This design comes from an exercise in tuning for small area, a short achievable clock period and few clock cycles per item on the open sky130 flow, not from production work.
Only simulation tests tie the RTL to the original design; equivalence was not proved.
Power is estimated from default activity; no workload was simulated.

## run.sh

```bash
#!/bin/bash
# synth_recipe.tcl (not shown) runs the flow's synth.tcl, then flattens the netlist and writes it again
# the make line also repeats each setting of config.mk as NAME=value (left out here)
make -C /OpenROAD-flow-scripts/flow DESIGN_CONFIG=/design/flow/config.mk WORK_HOME=/design/flow/orfs CLKGATE_MAP_FILE= SYNTH_SCRIPT=/design/flow/synth_recipe.tcl finish
```

## config.mk

```make
export PLATFORM = sky130hd
export DESIGN_NAME = pfde_seq
export DESIGN_NICKNAME = pfde_seq
export VERILOG_FILES = /design/flow/design.v
export SDC_FILE = /design/flow/constraint.sdc
export NUM_CORES = 4
export LEC_CHECK = 0
export CAP_MARGIN = 20
export CORE_MARGIN = 2
export CORE_UTILIZATION = 40
export SLEW_MARGIN = 20
```

## constraint.sdc

```tcl
create_clock -name core_clock -period 5.5 [get_ports {clk}]
set_input_delay 1.1000 -clock core_clock [delete_from_list [all_inputs] [get_ports {clk}]]
set_output_delay 1.1000 -clock core_clock [all_outputs]
set_load 0.01 [all_outputs]
```

## design.v

```verilog
module pfde_seq (
    input  wire        clk,
    input  wire        rst,           
    input  wire        cmd_valid,
    output wire        cmd_ready,
    input  wire [15:0] cmd_count,     
    input  wire        in_valid,
    output wire        in_ready,
    input  wire [7:0]  in_data,
    output reg         out_valid,
    input  wire        out_ready,
    output reg  [31:0] out_id,
    output reg         done,          
    output reg         err,
    output reg  [3:0]  err_code,
    output reg  [19:0] consumed
);
    localparam BS = 128;
    localparam [3:0] E_NONE        = 4'd0,
                     E_BASEVAL_RSV = 4'd2,
                     E_BAD_WIDTH   = 4'd6,
                     E_UNSUPPORTED = 4'd11;
    localparam [2:0] S_IDLE  = 3'd0,
                     S_BASE  = 3'd1,    
                     S_HDR   = 3'd2,    
                     S_CVAL  = 3'd3,    
                     S_CRUN  = 3'd4,    
                     S_FOR   = 3'd5,    
                     S_FIN   = 3'd6,    
                     S_BEMIT = 3'd7;    
    reg [2:0]  state;
    reg [15:0] rem;           
    reg [7:0]  blk_left;      
    reg [9:0]  bytes_left;    
    reg [5:0]  bw;            
    reg [31:0] prev;          
    reg [31:0] cval;          
    reg [1:0]  bv_idx;        
    reg [1:0]  bv_len;        
    reg [15:0] bv_acc;        
    reg [39:0] bbuf;          
    reg [5:0]  bcnt;          
    wire out_free = !out_valid || out_ready;
    wire [7:0]  hdr_nb   = (rem > BS) ? BS[7:0] : rem[7:0];
    wire [5:0]  hdr_b    = in_data[5:0];
    wire [1:0]  hdr_type = in_data[7:6];
    wire [13:0] for_bits  = hdr_nb * hdr_b;
    wire [13:0] for_bsum  = for_bits + 14'd7;
    wire [9:0]  for_bytes = for_bsum[12:3];
    wire [31:0] bmask = (bw >= 6'd32) ? 32'hFFFF_FFFF : ((32'd1 << bw) - 32'd1);
    wire        for_take  = (state == S_FOR) && (blk_left != 8'd0) &&
                            (bcnt >= bw) && out_free;
    wire [31:0] field     = bbuf[31:0] & bmask;
    wire [39:0] bbuf_sh   = for_take ? (bbuf >> bw) : bbuf;
    wire [5:0]  bcnt_sh   = for_take ? (bcnt - bw) : bcnt;
    wire        for_fill  = (state == S_FOR) && (bytes_left != 10'd0) &&
                            (bcnt_sh <= 6'd32);
    assign in_ready  = (state == S_BASE) || (state == S_HDR) ||
                       (state == S_CVAL) || for_fill;
    assign cmd_ready = (state == S_IDLE);
    wire byte_in = in_valid && in_ready;
    always @(posedge clk) begin
        if (rst) begin
            state      <= S_IDLE;
            out_valid  <= 1'b0;
            out_id     <= 32'd0;
            done       <= 1'b0;
            err        <= 1'b0;
            err_code   <= E_NONE;
            consumed   <= 20'd0;
            rem        <= 16'd0;
            blk_left   <= 8'd0;
            bytes_left <= 10'd0;
            bw         <= 6'd0;
            prev       <= 32'd0;
            cval       <= 32'd0;
            bv_idx     <= 2'd0;
            bv_len     <= 2'd0;
            bv_acc     <= 16'd0;
            bbuf       <= 40'd0;
            bcnt       <= 6'd0;
        end else begin
            done <= 1'b0;
            if (out_valid && out_ready)
                out_valid <= 1'b0;
            if (byte_in)
                consumed <= consumed + 20'd1;
            case (state)
            S_IDLE: begin
                if (cmd_valid) begin
                    consumed <= 20'd0;
                    err      <= 1'b0;
                    err_code <= E_NONE;
                    rem      <= cmd_count;
                    bv_idx   <= 2'd0;
                    if (cmd_count == 16'd0)
                        state <= S_FIN;
                    else
                        state <= S_BASE;
                end
            end
            S_BASE: begin
                if (byte_in) begin
                    case (bv_idx)
                    2'd0: begin
                        bv_acc <= {8'd0, in_data};
                        if (in_data >= 8'hE0) begin
                            err      <= 1'b1;
                            err_code <= E_BASEVAL_RSV;
                            state    <= S_FIN;
                        end else if (in_data < 8'h80) begin
                            prev  <= {24'd0, in_data};
                            state <= S_BEMIT;
                        end else begin
                            bv_idx <= 2'd1;
                            bv_len <= (in_data < 8'hC0) ? 2'd2 : 2'd3;
                        end
                    end
                    2'd1: begin
                        if (bv_len == 2'd2) begin
                            prev  <= {18'd0, bv_acc[5:0], in_data};
                            state <= S_BEMIT;
                        end else begin
                            bv_acc <= {bv_acc[7:0], in_data};
                            bv_idx <= 2'd2;
                        end
                    end
                    default: begin
                        prev  <= {11'd0, bv_acc[12:8], in_data, bv_acc[7:0]};
                        state <= S_BEMIT;
                    end
                    endcase
                end
            end
            S_BEMIT: begin
                if (out_free) begin
                    out_valid <= 1'b1;
                    out_id    <= prev;
                    rem       <= rem - 16'd1;
                    state     <= (rem == 16'd1) ? S_FIN : S_HDR;
                end
            end
            S_HDR: begin
                if (byte_in) begin
                    blk_left <= hdr_nb;
                    bw       <= hdr_b;
                    if (hdr_b > 6'd32) begin
                        err      <= 1'b1;
                        err_code <= E_BAD_WIDTH;
                        state    <= S_FIN;
                    end else if (hdr_type == 2'd3) begin
                        cval       <= 32'd0;
                        bytes_left <= {7'd0, hdr_b[5:3]} + {9'd0, |hdr_b[2:0]};
                        bv_idx     <= 2'd0;
                        if (hdr_b == 6'd0)
                            state <= S_CRUN;
                        else
                            state <= S_CVAL;
                    end else if (hdr_type == 2'd0) begin
                        if (hdr_b == 6'd0) begin
                            cval  <= 32'd0;
                            state <= S_CRUN;
                        end else begin
                            bytes_left <= for_bytes;
                            bbuf       <= 40'd0;
                            bcnt       <= 6'd0;
                            state      <= S_FOR;
                        end
                    end else begin
                        err      <= 1'b1;
                        err_code <= E_UNSUPPORTED;
                        state    <= S_FIN;
                    end
                end
            end
            S_CVAL: begin
                if (byte_in) begin
                    case (bv_idx)
                    2'd0: cval[7:0]   <= in_data;
                    2'd1: cval[15:8]  <= in_data;
                    2'd2: cval[23:16] <= in_data;
                    default: cval[31:24] <= in_data;
                    endcase
                    bv_idx     <= bv_idx + 2'd1;
                    bytes_left <= bytes_left - 10'd1;
                    if (bytes_left == 10'd1)
                        state <= S_CRUN;
                end
            end
            S_CRUN: begin
                if (out_free) begin
                    out_valid <= 1'b1;
                    out_id    <= prev + (cval & bmask) + 32'd1;
                    prev      <= prev + (cval & bmask) + 32'd1;
                    blk_left  <= blk_left - 8'd1;
                    rem       <= rem - 16'd1;
                    if (blk_left == 8'd1)
                        state <= (rem == 16'd1) ? S_FIN : S_HDR;
                end
            end
            S_FOR: begin
                if (for_take) begin
                    out_valid <= 1'b1;
                    out_id    <= prev + field + 32'd1;
                    prev      <= prev + field + 32'd1;
                    blk_left  <= blk_left - 8'd1;
                    rem       <= rem - 16'd1;
                end
                if (byte_in) begin
                    bbuf       <= bbuf_sh | ({32'd0, in_data} << bcnt_sh);
                    bcnt       <= bcnt_sh + 6'd8;
                    bytes_left <= bytes_left - 10'd1;
                end else begin
                    bbuf <= bbuf_sh;
                    bcnt <= bcnt_sh;
                end
                if (for_take && blk_left == 8'd1)
                    state <= (rem == 16'd1) ? S_FIN : S_HDR;
            end
            S_FIN: begin
                if (!out_valid) begin
                    done  <= 1'b1;
                    state <= S_IDLE;
                end
            end
            default: state <= S_IDLE;
            endcase
        end
    end
endmodule
```

==> summary.txt <==
outcome=finished clean; Synth async-reset ratio=0%; Setup crit start=rem[2]$_SDFFE_PP0P_; Port Buffers=89; syn avg cell area=~7.5 µm²; Worst VDD drop=0.000389 V; Worst-Margin Slew=1.07 ns; final hold viol count=0; DR vias=approximately 20k; Crit Path Max Fanout=15; RR Endpoint=bytes_left[9]$_SDFFE_PP0P_; ys flop type=dfxtp_1; CTS tree=done; pre-CTS WS=-0.202 ns; top post-synthesis cells by area=dfxtp_1 (24%), ha_1 (7.7%), a21oi_1 (6.2%); Slew Limit Fails=0; Worst-path clk slew=0.06 ns; Critical Path End=bytes_left[9]$_SDFFE_PP0P_; Internal Power=4.58 mW; chip height=about 220 µm; Overall Power=8.10 mW; Final #Nets=between 2k and 3k; syn_nets=2751; worst skew pair latency=0.60 ns; highest routed layer=met4; register area share after synthesis=23.6%; Sinks on Clock Net=227; gpl congestion=~0.98; first-pass GRT wire length=111 mm; Period minus WS final=5.25 ns; WL met2=approximately 34 mm; CTS Buf Count=29; mapped cell area=19300 µm²; crit path launch type=register; Switching Power=3.51 mW; GRT Util Overall=28.1%; post-route ant nets=0; leading cell types in the layout, fill and taps excluded=nand2_1 (286), nor2_1 (258), a21oi_1 (238); Avg Vias per Cell=6.18; Root Driver=clkbuf_16; Seq pwr share=between 20% and 30%; combinational share of power=48.7%; Die X=224 µm; Routed Wire Length=roughly 72 mm; PwrDens=362 nW/µm²; std cell rows=80; Hold Path Class=reg -> reg; number of max-cap violations=0; Fmax=roughly 0.19 GHz; Synth Register Bits=roughly 230; share of layout cells above drive strength 1=9.23%; setup slack, reg-to-reg=about 0.25 ns; DRC viols=0; core region area=47600 µm²; Cell variety after synth=94; CTS Buffer Depth=3; Pleak=9.25 nW; detailed-route wire length per cell=about 22 µm; Post-Route M1 WL=30.4 mm; Area Overhead vs Synth=15.9%; vias in the first global route=19.3k; Synthesis Warnings=1; Placed Area=21100 µm²; H-tree depth=1; # diodes=0; Setup-failing EPs final=0; Setup TNS=0 ns; Rel. slew slack=28.3%; Clk pwr share=25.8%; leading area contributor after synthesis=dfxtp_1; Tcrit/Tclk final=95.4%; Synth Instances=2578; Post-synth EDFFs=0; Worst EP arrival=5.77 ns; Initial Util=40.5%; final hold slack=0.455 ns; DRT iter0 DRCs=1893; HPWL after DPL=54.5 mm; Net Sw Frac=around 43%; Worst R2R Start=rem[2]$_SDFFE_PP0P_; Min-Delay Path Depth=2; TritonRoute pass-1 iters=7; FF-to-FF path depth=20; worst path required time=around 6.0 ns; antenna violations before repair=1; proportion of netlist area held by the largest area contributor=a little under a quarter; largest net degree at the start of global routing=64; global route overflow=0; critical path class=reg -> reg; die area=50000 µm²; Crit. End Element=register; met3 WL=approximately 4.4 mm; # IOs=90; final instance area=22300 µm²; clk_skew=0.0166 ns; most common cell after layout, fill and taps aside=nand2_1; post-route setup slack=0.255 ns
-- worst max-delay path, cell delays in order, from the launching register on --
cell and delay, ns:
dfxtp_1 0.31, or4_4 0.56, o31ai_4 0.24, and2_4 0.18, buf_8 0.14, buf_8 0.12
and3_1 0.18, fa_1 0.44, fa_1 0.52, fa_1 0.61, ha_4 0.23, ha_4 0.26
buf_4 0.10, nand3_1 0.09, o21ai_2 0.19, a21oi_2 0.08, o21bai_2 0.14, a21o_1 0.16
a21oi_1 0.08, or4_1 0.47, o211ai_1 0.10
-- synth_stat cells, types with 7 or more instances --
library cell    n
xnor2_1        48
a211o_1         9
a21oi_1       240
o21a_1         21
a221oi_1       14
buf_1          23
o22ai_1        19
nand2_1       286
nor3_1         64
o31ai_1        11
nor2_1        260
nand3_1        88
fa_1           26
a311oi_1       10
o211ai_1       24
mux4_2         15
nor3b_1         8
o21bai_1       10
nand2b_1       12
a22o_1          8
a22oi_1        41
and2_1         30
or3_1          25
o21ai_0       189
nand4_1        14
a31oi_1        39
buf_2          14
nor4_1         18
and3_1         59
a221o_1         7
a21boi_0       11
a21o_1         34
mux2i_1        94
and4_1          8
clkbuf_1      127
xor2_1         37
a211oi_1       48
dfxtp_1       227
ha_1          118
inv_1          64
mux2_2          9
nor2b_1        61
-- how the worst min path moves through the flow --
stage / startpoint / end / slack [ns]
finish: bv_acc[7]$_SDFFE_PP0P_ / bv_acc[7]$_SDFFE_PP0P_ / 0.45
global route: bv_acc[7]$_SDFFE_PP0P_ / bv_acc[7]$_SDFFE_PP0P_ / 0.46
CTS: out_id[10]$_SDFFE_PP0P_ / out_id[10]$_SDFFE_PP0P_ / 0.46
detailed placement: bv_acc[7]$_SDFFE_PP0P_ / bv_acc[7]$_SDFFE_PP0P_ / 0.45
global placement: out_id[9]$_SDFFE_PP0P_ / out_id[9]$_SDFFE_PP0P_ / 0.44
floorplan: bv_acc[10]$_SDFFE_PP0P_ / bv_acc[10]$_SDFFE_PP0P_ / 0.44
-- metrics by stage --
| stage | cells | utilization (%) |
|---|---|---|
| after floorplan | 2578 | - |
| after global placement | 3221 | 44.3 |
| after detailed placement | 3221 | 44.3 |
| after CTS | 3274 | 46.5 |
| after global routing | 3280 | 46.9 |
| final | 3280 | 46.9 |
-- state kept, by name, indices dropped and copies added (netlist names) --
signal	count
rem	16
bv_acc	13
cval	32
bv_idx	2
out_valid	1
bv_len	2
blk_left	8
out_id	32
bytes_left	10
prev	32
consumed	20
state	3
done	1
bcnt	6
err_code	3
bbuf	40
bw	6
-- layout make-up --
type	instances	area [µm²]
clock buffer	40	837
clock inverter	13	181
fill	4834	25300
inverter	68	255
multi-input combinational	2113	14000
sequential	227	4550
tap	615	769
timing repair buffer	204	1800
-- power groups by stage --
stage | sequential, mW | combinational (mW) | clock [mW]
3_5_place_dp | 2.09 | 3.71 | 0
2_1_floorplan | 2.03 | 2.47 | 0
4_1_cts | 2.06 | 3.74 | 2.11
3_3_place_gp | 2.08 | 3.68 | 0
6_report | 2.07 | 3.94 | 2.09
5_1_grt | 2.09 | 4.32 | 2.19
-- cell families (layout without fill, tap and decap cells) --
logic type,after synthesis,count (layout),share of synthesized area (%)
AOI/OAI and AO/OA,809,809,26.6
adders and majority gates,144,144,10.4
and+or+nand+nor,954,954,23.4
buffers and inverters,238,325,4.88
xor gates and xnor gates,85,85,3.86
DFF,227,227,23.6
muxes,121,121,7.38
-- metal layers --
| metal | track usage, % | vias to the layer above |
|---|---|---|
| met1 | 35.8 | 9759 |
| met5 | 0 | - |
| met2 | 47.9 | 780 |
| li1 | - | 9541 |
| met4 | 12.1 | 0 |
| met3 | 3.52 | 174 |
-- what timing repair did --
item,4_1_cts,5_1_grt
hold buffers,0,0
endpoints found under the hold margin,0,0
gates resized for setup,0,26
endpoints found under the setup margin,0,8
buffers inserted,0,5
Testbench counts, summed over its fixed seeds: cycles 120,340, items 81,405.

## separate check: timing with driven ports
Ports are ideal in the flow. The routed layout listed here was re-timed in OpenROAD. Step 1 (the two cells are an assumption about what drives the block):
set clk [get_ports {clk}]
set_driving_cell -lib_cell sky130_fd_sc_hd__clkbuf_16 $clk
set_driving_cell -lib_cell sky130_fd_sc_hd__buf_2 [delete_from_list [all_inputs] $clk]
Step 2, shift: input delay + t, output delay - t, t = (earliest + latest rising clock arrival at the registers) / 2. This alone moves slack from input paths to output paths. Slacks: no drivers / after step 1 / after step 2; pairs: no drivers / after step 1.
t (ns): 0.651
setup slack, ns: 0.255 / 0.231 / -0.088
worst setup path at the end: input to register
latest minus earliest clock arrival (ns): 0.016 / 0.017
Met with ideal ports but missed after step 2: setup timing in this run. The setup slack of this run moves by -0.024 ns with the drivers and by -0.343 ns with both steps.
